This is an optimization exercise on Yosys and OpenROAD, whose aim is small area, not a production implementation.
Function was checked by simulation only, so behaviour that the tests miss may differ from the original.
Power is estimated from default activity; no workload was simulated.

== sierra ==
## slpc
module slpc (
    input  wire        clk,
    input  wire        rst_n,
    input  wire        bus_sel,
    input  wire        bus_we,
    input  wire [8:0]  bus_addr,
    input  wire [31:0] bus_wdata,
    output wire [31:0] bus_rdata,
    input  wire        line_i,
    output wire        line_o
);
For scale: roughly 2,300 cells after synthesis, ~79 I/O pins, ~0.022 mm^2 of cells after synthesis.
Settings: LEC_CHECK=0, CAP_MARGIN=20, CORE_MARGIN=2, CORE_UTILIZATION=55, GPL_TIMING_DRIVEN=0, SLEW_MARGIN=20, SYNTH_HIERARCHICAL=1, SYNTH_MINIMUM_KEEP_SIZE=0, BUFFER_PORTS_ARGS=-buffer_cell sky130_fd_sc_hd__buf_1, CTS_ARGS=-sink_clustering_enable -repair_clock_nets -dont_use_dummy_load -buf_list sky130_fd_sc_hd__clkbuf_8 -sink_clustering_size 16 -sink_clustering_max_diameter 60, REMOVE_ABC_BUFFERS=1; clock period 10.0 ns.
standard.sh (not shown) runs the stock make flow with config.mk's settings and CLKGATE_MAP_FILE= SYNTH_SCRIPT=/design/flow/synth_recipe.tcl, a recipe that flattens the netlist after the stock synthesis.
==> flow/flow/run.sh <==
#!/bin/bash
# The standard ORFS layout (the standard.sh, standard synthesis unchanged) with
# layout options: input/output port buffers use sky130_fd_sc_hd__buf_1, the clock
# tree is built without dummy loads and with larger sink clusters, and the buffers
# that synthesis inserted are removed at floorplan (repair_design re-buffers as needed).
# ORFS writes each step's full log under orfs/logs/; make's own output goes to
# standard.log in this folder.
set -e
cat >> config.mk <<'EOF'
export BUFFER_PORTS_ARGS = -buffer_cell sky130_fd_sc_hd__buf_1
export CTS_ARGS = -sink_clustering_enable -repair_clock_nets -dont_use_dummy_load -buf_list sky130_fd_sc_hd__clkbuf_8 -sink_clustering_size 16 -sink_clustering_max_diameter 60
export REMOVE_ABC_BUFFERS = 1
EOF
bash standard.sh > standard.log 2>&1
In summary, sierra completed successfully, with a layout that passed the timing, DRC and antenna checks.
Changes in zinc relative to sierra:
- swapping -sink_clustering_enable -repair_clock_nets -dont_use_dummy_load -buf_list sky130_fd_sc_hd__clkbuf_8 -sink_clustering_size 16 -sink_clustering_max_diameter 60 for -sink_clustering_enable -repair_clock_nets -dont_use_dummy_load -sink_clustering_size 24 -sink_clustering_max_diameter 80 in CTS_ARGS
diff --git a/flow/flow/run.sh b/flow/flow/run.sh
--- a/flow/flow/run.sh
+++ b/flow/flow/run.sh
@@ -11 +11 @@
-export CTS_ARGS = -sink_clustering_enable -repair_clock_nets -dont_use_dummy_load -buf_list sky130_fd_sc_hd__clkbuf_8 -sink_clustering_size 16 -sink_clustering_max_diameter 60
+export CTS_ARGS = -sink_clustering_enable -repair_clock_nets -dont_use_dummy_load -sink_clustering_size 24 -sink_clustering_max_diameter 80
Results
Per the comparison of zinc with sierra, fraction of final layout cells with drive strength greater than 1 fell 0.54 points, setup slack rose 0.038 ns. Count of sequential standard cells across zinc and sierra: no real change. Compared to sierra, zinc reaches a higher achievable clock. Delta (zinc minus sierra): post-route cell area moved up; wire length moved down; hold slack moved up.
--- input diff zinc..fjord ---
- removing REMOVE_ABC_BUFFERS (formerly 1)
diff --git a/flow/flow/run.sh b/flow/flow/run.sh
--- a/flow/flow/run.sh
+++ b/flow/flow/run.sh
@@ -3,3 +3,2 @@
-# layout options: input/output port buffers use sky130_fd_sc_hd__buf_1, the clock
-# tree is built without dummy loads and with larger sink clusters, and the buffers
-# that synthesis inserted are removed at floorplan (repair_design re-buffers as needed).
+# two layout options: input/output port buffers use sky130_fd_sc_hd__buf_1, and the
+# clock tree is built without dummy loads, with larger sink clusters.
@@ -12 +10,0 @@
-export REMOVE_ABC_BUFFERS = 1
### Flow results
- fjord: no failed stages, no open violations at the end
- Via count: fjord vs zinc up 3.9%
- Looking at overall global routing resource usage, fjord sits 2.5 points higher than zinc does.
- On first-iteration DRC count, fjord does better than zinc.
- [diff] total net switching power, fjord relative to zinc: regression
- Worst slack at placement for fjord: 0.010 ns up relative to zinc
- Relative to zinc, the final cell area reported for fjord is higher.
- fjord ends up with higher worst hold slack than zinc does.
- Between zinc and fjord, time the worst path needs with I/O delays and setup is higher for fjord, zinc comes in under that.
- zinc has a lower total of plain and repair buffers excluding clock buffers than fjord.
- First-pass GRT wire length, zinc and fjord: lower on zinc
- Diff zinc..fjord | gate count of the mapped netlist | unchanged
The inputs of willow differ from those of fjord as listed below.
- changing CTS_ARGS from -sink_clustering_enable -repair_clock_nets -dont_use_dummy_load -sink_clustering_size 24 -sink_clustering_max_diameter 80 to -sink_clustering_enable -repair_clock_nets -dont_use_dummy_load -sink_clustering_size 20 -sink_clustering_max_diameter 60
diff --git a/flow/flow/run.sh b/flow/flow/run.sh
--- a/flow/flow/run.sh
+++ b/flow/flow/run.sh
@@ -10 +10 @@
-export CTS_ARGS = -sink_clustering_enable -repair_clock_nets -dont_use_dummy_load -sink_clustering_size 24 -sink_clustering_max_diameter 80
+export CTS_ARGS = -sink_clustering_enable -repair_clock_nets -dont_use_dummy_load -sink_clustering_size 20 -sink_clustering_max_diameter 60
--- outcome ---
| data arrival time of the critical path | willow vs fjord | 0.08 ns lower |
Looking at willow and fjord, the slack of the worst reg-to-reg path is a wash.
Against fjord, willow comes in 0.80 points higher on area fraction of clock buffers and clock inverters.
The hold slack of willow and that of fjord are within noise of each other.
Against fjord, final total power in willow rose by a few percent.
Relative to fjord, met2 layer usage reported by global route decreased by 0.55 points in willow.
> inputs changed (willow -> xenon)
- setting REMOVE_ABC_BUFFERS to 1 for the first time
- setting MATCH_CELL_FOOTPRINT to 0 for the first time
- setting RECOVER_POWER to 100 for the first time
- changing CTS_ARGS from -sink_clustering_enable -repair_clock_nets -dont_use_dummy_load -sink_clustering_size 20 -sink_clustering_max_diameter 60 to -sink_clustering_enable -repair_clock_nets -dont_use_dummy_load -sink_clustering_size 24 -sink_clustering_max_diameter 80
==> flow/flow/run.sh <==
#!/bin/bash
# The standard ORFS layout (the standard.sh, standard synthesis unchanged) with
# layout options: input/output port buffers use sky130_fd_sc_hd__buf_1, the clock
# tree is built without dummy loads and with larger sink clusters, and the buffers
# that synthesis inserted are removed at floorplan (repair_design re-buffers as needed), and
# gates off the critical paths are downsized after global routing.
# ORFS writes each step's full log under orfs/logs/; make's own output goes to
# standard.log in this folder.
set -e
cat >> config.mk <<'EOF'
export BUFFER_PORTS_ARGS = -buffer_cell sky130_fd_sc_hd__buf_1
export CTS_ARGS = -sink_clustering_enable -repair_clock_nets -dont_use_dummy_load -sink_clustering_size 24 -sink_clustering_max_diameter 80
export REMOVE_ABC_BUFFERS = 1
export RECOVER_POWER = 100
export MATCH_CELL_FOOTPRINT = 0
EOF
bash standard.sh > standard.log 2>&1
[summary]
xenon: complete, dirty (max-capacitance violations, max-slew violations)
Per the comparison of xenon with willow, critical path depth lower, detailed-route vias per instance decreased by about 0.65% relative to the old numbers, power moved down, reported sequential group power did not really move.
Compared with willow, xenon ends up with less cell area.
Taking willow as the reference, in xenon via count of the first global-routing pass -about 6.4%, clock share of power now smaller.

separate check: timing with driven ports:
The flow's constraints put no driver on any port. The routed layouts listed below were extracted and timed again, unchanged, in two steps. Step 1 sets driving cells, clkbuf_16 on the clock port and buf_2 on the other inputs (assumed; they add their load-dependent delay and slew). Step 2 moves the port delays by t, midway between the first and last clock arrival at a register: inputs arrive t later, outputs are due t later. That takes back most of the time a late clock gives input paths. Three values: ideal ports, drivers, drivers and shift; two values: the first two.
run | shift t [ns] | setup WS [ns] | worst setup path at the end | worst data-port slew with drivers (ns) | cell pins on the clock port's net
sierra | 0.703 | 0.578 / 0.517 / 0.517 | input to output | 0.06 | 1
zinc | 0.652 | 0.615 / 0.553 / 0.553 | input to output | 0.06 | 1
fjord | 0.657 | 0.407 / 0.381 / 0.381 | input to output | 0.09 | 1
willow | 0.612 | 0.491 / 0.465 / 0.465 | input to output | 0.09 | 1
xenon | 0.653 | 0.579 / 0.516 / 0.092 | input to register | 0.06 | 1
For xenon, which loses most, drivers alone change the setup slack by -0.063 ns; drivers and shift together by -0.487 ns.
